Source: an optimization exercise on an open RTL-to-GDS flow (aim: small area, a short achievable clock period and few clock cycles). Production flows keep margins and buffers that such runs may drop. In this exercise RTL edits were held to simulation tests only and were not proved equivalent to the original. Power and IR drop assume default switching activity.

==> flow/design.v (excerpt) <==
module modbus_rtu (
    input  wire        clk,
    input  wire        rst,
    input  wire        tick,
    input  wire        rx_valid,
    input  wire [7:0]  rx_data,
    input  wire        tx_ready,
    input  wire        bus_sel,
    input  wire        bus_we,
    input  wire [1:0]  bus_size,
    input  wire [11:0] bus_addr,
    input  wire [31:0] bus_wdata,
    output reg         done,
    output reg  [31:0] bus_rdata,
    output reg         bus_err,
    output reg         tx_valid,
    output reg  [7:0]  tx_data,
    output wire        irq,
    output wire        rx_enable
);
Size: roughly 1400 flip-flops, roughly 110 I/O pins.
export LEC_CHECK = 0
export CAP_MARGIN = 20
export CORE_MARGIN = 2
export CORE_UTILIZATION = 40
export CTS_CLUSTER_DIAMETER = 70
export CTS_CLUSTER_SIZE = 24
export SLEW_MARGIN = 20
create_clock -name core_clock -period 10.0 [get_ports {clk}]
standard.sh (not shown) runs the stock make flow with config.mk's settings and CLKGATE_MAP_FILE= SYNTH_SCRIPT=/design/flow/synth_recipe.tcl, a recipe that flattens the netlist after the stock synthesis.
==> flow/flow/run.sh <==
#!/bin/bash
set -euo pipefail
export SETUP_SLACK_MARGIN=5.75
bash standard.sh > standard.log 2>&1
Testbench counts at the start, summed over its fixed seeds: cycles 10,758.
Change:
--- a/flow/design.v
+++ b/flow/design.v
@@ -60,16 +60,16 @@
     reg [15:0] tkc;
     reg        busy, wtx, wv;
     reg [5:0]  aq;
     reg [6:0]  wn;                        
     reg [7:0]  wb;
     reg        rdslow;
     wire held = (state == S_WAIT) && rd_rdy;
-    assign rx_enable = (state == S_INIT) || (state == S_IDLE) ||
-                       (state == S_RECV) || (state == S_WAIT);
+    reg rxen;
+    assign rx_enable = rxen;
     wire [13:0] status = {f_cfg_err, f_cmd_err, f_drop, f_rx_ovf, f_noise,
                           f_tx_done, abandon, rx_enable, txie, crc_ok, rd_rdy, state};
     assign irq = |({status[13:8], status[3]} & {ie_hi, ie3});
     wire [31:0] rxev_sel = (state == S_RECV) ? st_ovf : (rd_rdy ? st_drop : st_noise);
     wire [31:0] rxev_inc = (&rxev_sel) ? rxev_sel : rxev_sel + 32'd1;
     wire [31:0] tkev_sel = (state == S_EMIT) ? st_tx : st_rx;
     wire [31:0] tkev_inc = (&tkev_sel) ? tkev_sel : tkev_sel + 32'd1;
@@ -200,14 +200,15 @@
                 if (rst || (txw && bidx == g))
                     txb[8*g +: 8] <= txw_d;
         end
     endgenerate
     always @(posedge clk) begin
         if (rst) begin
             state     <= S_OFF;
+            rxen      <= 1'b0;
             rd_rdy    <= 1'b0;
             crc_ok    <= 1'b0;
             txie      <= 1'b0;
             abandon   <= 1'b0;
             f_tx_done <= 1'b0;
             f_noise   <= 1'b0;
             f_rx_ovf  <= 1'b0;
@@ -346,14 +347,15 @@
                                 rd_rdy <= 1'b1;
                                 st_rx <= tkev_inc;
                                 crc_ok <= (rx_len >= 7'd4) && (rc2 == {rbb, rba});
                             end
                         end
                         S_EMIT: begin
                             state     <= S_IDLE;
+                            rxen      <= 1'b1;
                             rx_len    <= 7'd0;
                             f_tx_done <= 1'b1;
                             st_tx <= tkev_inc;
                         end
                         default: ;
                     endcase
                 end
@@ -421,14 +423,15 @@
                 if (w_cmd) begin
                             if (cmd_bad) f_cmd_err <= 1'b1;
                             if (c_start) begin
                                 if (state != S_OFF) f_cmd_err <= 1'b1;
                                 else if (!(t15 >= 16'd1 && t15 < t35)) f_cfg_err <= 1'b1;
                                 else begin
                                     state     <= S_INIT;
+                                    rxen      <= 1'b1;
                                     rx_len    <= 7'd0;
                                     rd_rdy    <= 1'b0;
                                     crc_ok    <= 1'b0;
                                     abandon   <= 1'b0;
                                     tx_len    <= 7'd0;
                                     tx_cur    <= 7'd0;
                                     txie      <= 1'b0;
@@ -436,14 +439,15 @@
                                     tmr15_cnt <= 16'd0;
                                     tmr35_en  <= 1'b1;
                                     tmr35_cnt <= t35;
                                 end
                             end
                             if (c_stop && state != S_OFF) begin
                                 state     <= S_OFF;
+                                rxen      <= 1'b0;
                                 rx_len    <= 7'd0;
                                 rd_rdy    <= 1'b0;
                                 crc_ok    <= 1'b0;
                                 abandon   <= 1'b0;
                                 tx_len    <= 7'd0;
                                 tx_cur    <= 7'd0;
                                 txie      <= 1'b0;
@@ -467,14 +471,15 @@
                                     rd_rdy <= 1'b0;
                                     crc_ok <= 1'b0;
                                     rx_len <= 7'd0;
                                     tx_len <= cmd_n[6:0];
                                     tx_cur <= 7'd0;
                                     txie   <= 1'b1;
                                     state  <= S_EMIT;
+                                    rxen   <= 1'b0;
                                 end
                             end
                             if (c_init) crc <= 16'hFFFF;
                             if (c_crx) begin
                                 if (rx_nbad) f_cmd_err <= 1'b1;
                                 else begin
                                     crc <= rx_scrc;
After rerunning: The changed run ran to the end with no violations. Utilization drops by 0.24 points. Die area went down by 2.7%. Total power came out lower by 4.9%. First-iteration DRC count went down by 5.8%. Via count is lower by 6.1%. Synthesized cell count drops by 6.6%. Synthesized area came out lower by 2.7%. Cell area is lower by 3.2%. Routed wire length falls by 4.7%. Setup slack improves by 10 ps. Sequential cell count rises by 1. Sequential power hardly moves.
Testbench counts after the change, summed over its fixed seeds: cycles 10,758.

[what the ideal ports hide]
In the flow no input, the clock included, has a driving cell. The finished layouts below were timed again as built, in two steps.
Step 1: set_driving_cell puts a clkbuf_16 on clk and a buf_2 on each other input, an assumption about the parent block.
Step 2 moves the port delays by t, midway between the first and last clock arrival at a register: inputs arrive t later, outputs are due t later. That takes back most of the time a late clock gives input paths.
Slacks: ideal ports / drivers / drivers and shift; pairs: ideal ports / drivers.
| run | shift t [ns] | setup slack, ns | hold WS [ns] | worst setup path after step 2 | clock arrival spread, ns |
|---|---|---|---|---|---|
| the first run | 0.887 | 5.376 / 5.398 / 4.511 | 0.471 / 0.471 / 0.471 | input to register | 0.087 / 0.087 |
| the second run | 0.848 | 5.387 / 5.426 / 4.578 | 0.464 / 0.464 / 0.464 | input to register | 0.074 / 0.074 |
After both steps setup and hold are still met in every run listed. For the first run, which loses most, drivers alone change the setup slack by +0.022 ns; drivers and shift together by -0.865 ns.
